From an optimization exercise on the open Yosys and OpenROAD flow, aimed at small area and a short achievable clock period; shortcuts taken in it are not production practice.
RTL that was checked went through simulation tests only; none was proved equivalent to the original.
No activity file was given, so power comes from the tool's default toggle rates.

// fpe_rm
module fpe_rm (
  input  wire         clk,
  input  wire         rst,
  input  wire         link_rst,
  input  wire         rx_valid,
  input  wire [7:0]   rx_data,
  output wire         rx_ready,
  output wire         tx_valid,
  output wire [7:0]   tx_data,
  input  wire         tx_ready,
  input  wire [1:0]   c_req,
  input  wire [1:0]   c_op,
  input  wire [15:0]  c_addr,
  input  wire [9:0]   c_len,
  input  wire [255:0] c_wdata,
  input  wire [1:0]   c_lock,
  output reg  [1:0]   c_gnt,
  output wire [255:0] c_rdata,
  output reg  [1:0]   c_err,
  output wire         diag_valid,
  output wire [2:0]   diag_code
);
Size in the first run: ~3200 cells after synthesis, roughly 810 flip-flops, ~580 I/O pins.
Settings: LEC_CHECK=0, CAP_MARGIN=40, CORE_MARGIN=2, CORE_UTILIZATION=55, CTS_BUF_LIST=sky130_fd_sc_hd__clkbuf_8, CTS_CLUSTER_SIZE=30, PLACE_DENSITY=0.65, SETUP_SLACK_MARGIN=5, SLEW_MARGIN=20, SYNTH_HIERARCHICAL=1, SYNTH_MINIMUM_KEEP_SIZE=0; clock period 10.0 ns.
standard.sh (not shown) runs the stock make flow with config.mk's settings and CLKGATE_MAP_FILE= SYNTH_SCRIPT=/design/flow/synth_recipe.tcl, a recipe that flattens the netlist after the stock synthesis.
==> flow/flow/run.sh <==
#!/bin/bash
# Layout flow: the standard flow (standard.sh), with two changes:
#  * synthesis maps the logic with an ABC script without ORFS's SOP balancing, buffering and sizing
#    (flow/abc_nf.abc: delay-aware mapping with area recovery) in place of ORFS's; the rest of
#    synthesis is the standard flow's own synth_recipe.tcl, unchanged, so the registers
#    are the standard synthesis's;
#  * the port buffers that buffer_ports inserts are sky130_fd_sc_hd__buf_1.
# Each tool's output is in ORFS's logs (orfs/logs/...); make's own output
# goes to flow_make.log.
set -euo pipefail
W=$PWD
{
  cat <<'EOT'
# ABC with the script in OWN_ABC_SCRIPT instead of the one synth.tcl names
proc abc {args} {
  set i [lsearch -exact $args -script]
  if {$i >= 0} {
    set args [lreplace $args [expr {$i + 1}] [expr {$i + 1}] $::env(OWN_ABC_SCRIPT)]
  }
  yosys abc {*}$args
}
EOT
  cat "$W/synth_recipe.tcl"
} > "$W/own_synth.tcl"
export OWN_ABC_SCRIPT="$W/flow/abc_nf.abc"
bash "$W/standard.sh" SYNTH_SCRIPT="$W/own_synth.tcl" \
  "BUFFER_PORTS_ARGS=-buffer_cell sky130_fd_sc_hd__buf_1" finish > "$W/flow_make.log" 2>&1
==> flow/flow/abc_nf.abc <==
strash
&get -n
&st
&dch
&nf
&put
topo
stime -c
Rerun with:
--- a/flow/design.v
+++ b/flow/design.v
@@ -12,34 +12,29 @@
   input  wire [127:0] w0,
   input  wire [127:0] w1,
   input  wire [127:0] bq,
   output wire [127:0] rot_out
 );
   reg  [511:0] cells;
   wire [127:0] rin, t1;
   genvar j, r;
   generate
     for (j = 0; j < 16; j = j + 1) begin : g_lane
       wire [3:0] rs  = {row[48 + j], row[32 + j], row[16 + j], row[j]} & {4{rd}};
-      fpe_rin u_rin (
-        .rs (rs),
-        .c0 (cells[  0 + 8*j +: 8]),
-        .c1 (cells[128 + 8*j +: 8]),
-        .c2 (cells[256 + 8*j +: 8]),
-        .c3 (cells[384 + 8*j +: 8]),
-        .sw ({s_bq, s_w1, s_w0}),
-        .w0 (w0[8*(15-j) +: 8]),
-        .w1 (w1[8*(15-j) +: 8]),
-        .w2 (bq[8*(15-j) +: 8]),
-        .y  (rin[8*j +: 8])
-      );
+      assign rin[8*j +: 8] = ({8{rs[0]}} & cells[  0 + 8*j +: 8]) |
+                             ({8{rs[1]}} & cells[128 + 8*j +: 8]) |
+                             ({8{rs[2]}} & cells[256 + 8*j +: 8]) |
+                             ({8{rs[3]}} & cells[384 + 8*j +: 8]) |
+                             ({8{s_w0}} & w0[8*(15-j) +: 8]) |
+                             ({8{s_w1}} & w1[8*(15-j) +: 8]) |
+                             ({8{s_bq}} & bq[8*(15-j) +: 8]);
       for (r = 0; r < 4; r = r + 1) begin : g_cell
         wire en = rst | (wr & lmask[j] & row[16*r + j]);
         always @(posedge clk)
           if (en)
             cells[128*r + 8*j +: 8] <= rot_out[8*(15-j) +: 8];
       end
     end
   endgenerate
   wire [127:0] t2, t3;
   fpe_rot2i #(.STEP(1)) u_rot1 (.s(amt[0]), .d(rin), .y(t1));
   fpe_rot2i #(.STEP(2)) u_rot2 (.s(amt[1]), .d(t1),  .y(t2));
@@ -86,33 +81,22 @@
 );
   assign rd0 = 4'b0001 << a[5:4];
   assign rd1 = 4'b0001 << (a[5:4] + 2'd1);
   genvar j;
   generate
     for (j = 0; j < 16; j = j + 1) begin : g_lane
       localparam [3:0] J = j;
       assign lt[j] = (J < a[3:0]);
     end
   endgenerate
 endmodule
-module fpe_rin (
-  input  wire [3:0] rs,
-  input  wire [7:0] c0, c1, c2, c3,
-  input  wire [2:0] sw,
-  input  wire [7:0] w0, w1, w2,
-  output wire [7:0] y
-);
-  assign y = ({8{rs[0]}} & c0) | ({8{rs[1]}} & c1) | ({8{rs[2]}} & c2) |
-             ({8{rs[3]}} & c3) | ({8{sw[0]}} & w0) | ({8{sw[1]}} & w1) |
-             ({8{sw[2]}} & w2);
-endmodule
 module fpe_engine (
   input  wire         clk,
   input  wire         rst,
   input  wire         link_rst,
   input  wire         rx_valid,
   input  wire [7:0]   rx_data,
   output wire         rx_ready,
   output wire         tx_valid,
   output reg  [7:0]   tx_data,
   input  wire         tx_ready,
   output wire         commit_req,
@@ -304,23 +288,22 @@
   output wire         diag_valid,
   output wire [2:0]   diag_code
 );
   wire         commit_req;
   wire         commit_wr;
   wire         commit_go;
   wire [5:0]   eng_addr;
   wire [4:0]   eng_len;
   wire [127:0] eng_buf;
   wire [3:0]   eng_amt;      
   wire [127:0] rot_out;
-  reg  [127:0] rdata_q;      
   reg          p_er;         
   fpe_engine u_engine (
     .clk        (clk),
     .rst        (rst),
     .link_rst   (link_rst),
     .rx_valid   (rx_valid),
     .rx_data    (rx_data),
     .rx_ready   (rx_ready),
     .tx_valid   (tx_valid),
     .tx_data    (tx_data),
     .tx_ready   (tx_ready),
@@ -409,22 +392,23 @@
     .w1      (c_wdata[255:128]),
     .bq      (eng_buf),
     .rot_out (rot_out)
   );
   wire [127:0] rmask;
   genvar k;
   generate
     for (k = 0; k < 16; k = k + 1) begin : g_rmask
       assign rmask[8*k +: 8] = {8{k < rl}};
     end
   endgenerate
+  reg [127:0] rdata_q;
   assign c_rdata = {rdata_q, rdata_q};
   always @(posedge clk) begin
     rdata_q <= rot_out & rmask;
     p_er    <= commit_go && !commit_wr;
   end
   always @(posedge clk) begin
     c_err <= {!ok1, !ok0};
     if (rst) begin
       own_valid <= 1'b0;
       c_gnt     <= 2'b00;
     end else begin
After rerunning: The changed run passed the timing, DRC and antenna checks; final area decreases by about 2%; synthesized area grows by about 0.4%; worst setup slack is better by 0.068 ns; via count goes up by 1.1%; hold slack got worse by 0.014 ns.
Function not checked in the first run of this note: the RTL went through the layout flow alone.

* * *

fpe_rm, a different RTL version from the one above (not shown whole).
For scale: ~3000 cells after synthesis, about 810 flip-flops, about 0.043 sq mm of cells after synthesis.
==> module fpe_regmap, before the edit <==
module fpe_regmap (
  input  wire         clk,
  input  wire         rst,
  input  wire [63:0]  row,       
  input  wire [3:0]   amt,       
  input  wire [15:0]  lmask,     
  input  wire         rd,        
  input  wire         wr,        
  input  wire         s_w0,      
  input  wire         s_w1,      
  input  wire         s_bq,      
  input  wire [127:0] w0,
  input  wire [127:0] w1,
  input  wire [127:0] bq,
  output wire [127:0] rot_out
);
  reg  [511:0] cells;
  wire [127:0] rin, t1;
  genvar j, r;
  generate
    for (j = 0; j < 16; j = j + 1) begin : g_lane
      wire [3:0] rs  = {row[48 + j], row[32 + j], row[16 + j], row[j]} & {4{rd}};
      assign rin[8*j +: 8] = ({8{rs[0]}} & cells[  0 + 8*j +: 8]) |
                             ({8{rs[1]}} & cells[128 + 8*j +: 8]) |
                             ({8{rs[2]}} & cells[256 + 8*j +: 8]) |
                             ({8{rs[3]}} & cells[384 + 8*j +: 8]) |
                             ({8{s_w0}} & w0[8*(15-j) +: 8]) |
                             ({8{s_w1}} & w1[8*(15-j) +: 8]) |
                             ({8{s_bq}} & bq[8*(15-j) +: 8]);
      for (r = 0; r < 4; r = r + 1) begin : g_cell
        wire en = rst | (wr & lmask[j] & row[16*r + j]);
        always @(posedge clk)
          if (en)
            cells[128*r + 8*j +: 8] <= rot_out[8*(15-j) +: 8];
      end
    end
  endgenerate
  fpe_rot4 #(.STEP(1)) u_rot1 (.s(amt[1:0]), .d(rin), .y(t1));
  fpe_rot4 #(.STEP(4)) u_rot2 (.s(amt[3:2]), .d(t1),  .y(rot_out));
endmodule
==> module fpe_rot4, before the edit <==
module fpe_rot4 #(
  parameter STEP = 1
) (
  input  wire [1:0]   s,
  input  wire [127:0] d,
  output wire [127:0] y
);
  genvar k;
  generate
    for (k = 0; k < 16; k = k + 1) begin : g_byte
      reg [7:0] m;
      always @(*) begin
        case (s)
          2'd0:    m = d[8*k +: 8];
          2'd1:    m = d[8*((k +   STEP) % 16) +: 8];
          2'd2:    m = d[8*((k + 2*STEP) % 16) +: 8];
          default: m = d[8*((k + 3*STEP) % 16) +: 8];
        endcase
      end
      assign y[8*k +: 8] = m;
    end
  endgenerate
endmodule
export LEC_CHECK = 0
export CAP_MARGIN = 40
export CORE_MARGIN = 2
export CORE_UTILIZATION = 40
export PLACE_DENSITY = 0.5
export SETUP_SLACK_MARGIN = 4
export SLEW_MARGIN = 20
export SYNTH_HIERARCHICAL = 1
export SYNTH_MINIMUM_KEEP_SIZE = 0
create_clock -name core_clock -period 10.0 [get_ports {clk}]
==> flow/flow/run.sh <==
#!/bin/bash
# Layout flow: the standard flow (standard.sh), with two changes:
#  * synthesis maps the logic with an ABC script without ORFS's SOP balancing, buffering and sizing
#    (flow/abc_nf.abc: delay-aware mapping with area recovery) in place of ORFS's; the rest of
#    synthesis is the standard flow's own synth_recipe.tcl, unchanged, so the registers
#    are the standard synthesis's;
#  * the port buffers that buffer_ports inserts are sky130_fd_sc_hd__buf_2.
# Each tool's output is in ORFS's logs (orfs/logs/...); make's own output
# goes to flow_make.log.
set -euo pipefail
W=$PWD
{
  cat <<'EOT'
# ABC with the script in OWN_ABC_SCRIPT instead of the one synth.tcl names
proc abc {args} {
  set i [lsearch -exact $args -script]
  if {$i >= 0} {
    set args [lreplace $args [expr {$i + 1}] [expr {$i + 1}] $::env(OWN_ABC_SCRIPT)]
  }
  yosys abc {*}$args
}
EOT
  cat "$W/synth_recipe.tcl"
} > "$W/own_synth.tcl"
export OWN_ABC_SCRIPT="$W/flow/abc_nf.abc"
bash "$W/standard.sh" SYNTH_SCRIPT="$W/own_synth.tcl" \
  "BUFFER_PORTS_ARGS=-buffer_cell sky130_fd_sc_hd__buf_2" finish > "$W/flow_make.log" 2>&1
Scripts as last shown in full above: flow/flow/abc_nf.abc
Rerun with:
--- a/flow/design.v
+++ b/flow/design.v
@@ -36,6 +36,9 @@
     end
   endgenerate
-  fpe_rot4 #(.STEP(1)) u_rot1 (.s(amt[1:0]), .d(rin), .y(t1));
-  fpe_rot4 #(.STEP(4)) u_rot2 (.s(amt[3:2]), .d(t1),  .y(rot_out));
+  wire [127:0] t2, t3;
+  fpe_rot2i #(.STEP(1)) u_rot1 (.s(amt[0]), .d(rin), .y(t1));
+  fpe_rot2i #(.STEP(2)) u_rot2 (.s(amt[1]), .d(t1),  .y(t2));
+  fpe_rot2i #(.STEP(4)) u_rot3 (.s(amt[2]), .d(t2),  .y(t3));
+  fpe_rot2i #(.STEP(8)) u_rot4 (.s(amt[3]), .d(t3),  .y(rot_out));
 endmodule
 module fpe_lanes (
@@ -57,8 +60,8 @@
   endgenerate
 endmodule
-module fpe_rot4 #(
+module fpe_rot2i #(
   parameter STEP = 1
 ) (
-  input  wire [1:0]   s,
+  input  wire         s,
   input  wire [127:0] d,
   output wire [127:0] y
@@ -67,14 +70,5 @@
   generate
     for (k = 0; k < 16; k = k + 1) begin : g_byte
-      reg [7:0] m;
-      always @(*) begin
-        case (s)
-          2'd0:    m = d[8*k +: 8];
-          2'd1:    m = d[8*((k +   STEP) % 16) +: 8];
-          2'd2:    m = d[8*((k + 2*STEP) % 16) +: 8];
-          default: m = d[8*((k + 3*STEP) % 16) +: 8];
-        endcase
-      end
-      assign y[8*k +: 8] = m;
+      assign y[8*k +: 8] = ~(s ? d[8*((k + STEP) % 16) +: 8] : d[8*k +: 8]);
     end
   endgenerate
Wire length goes down by 3.4%.
Die area goes down by 1.5%.
Critical path depth goes up by 1.
Final area goes down by 0.84%.
Non-clock buffer count goes up by 47.
First-iteration DRC count goes down by 17%.
Clock skew is about the same.
Utilization goes up by 0.34 points.
Count of clock-buffer cells in the layout goes up by 9.
Synthesized cell count goes up by about 8%.
Register-to-register slack gets worse by 120 ps.
Global-route usage goes down by 1.3 points.
Power goes down by 3.1%.
The RTL of the second run of this note was laid out without a check of its function.

separate check: timing with driven ports:
How much do the figures lean on ideal ports? The routed layouts below were timed once more, with nothing changed but the port constraints. Step 1 sets driving cells, clkbuf_16 on the clock port and buf_2 on the other inputs (assumed; they add their load-dependent delay and slew). Step 2 moves the port delays by t, midway between the first and last clock arrival at a register: inputs arrive t later, outputs are due t later. That takes back most of the time a late clock gives input paths. a / b / c = ideal / step 1 / step 2; a / b = the first two.
run	t, ns	setup slack, ns	worst slew at a driven data input, ns
the first run of note 1	0.873	4.850 / 4.874 / 4.000	0.06
the second run of note 1	0.875	4.917 / 4.931 / 4.056	0.08
the first run of note 2	0.746	3.935 / 3.979 / 3.233	0.08
the second run of note 2	0.747	3.902 / 3.954 / 3.207	0.08
After both steps every run listed still meets setup and hold. For the second run of note 1, which loses most, drivers alone change the setup slack by +0.014 ns; drivers and shift together by -0.861 ns.
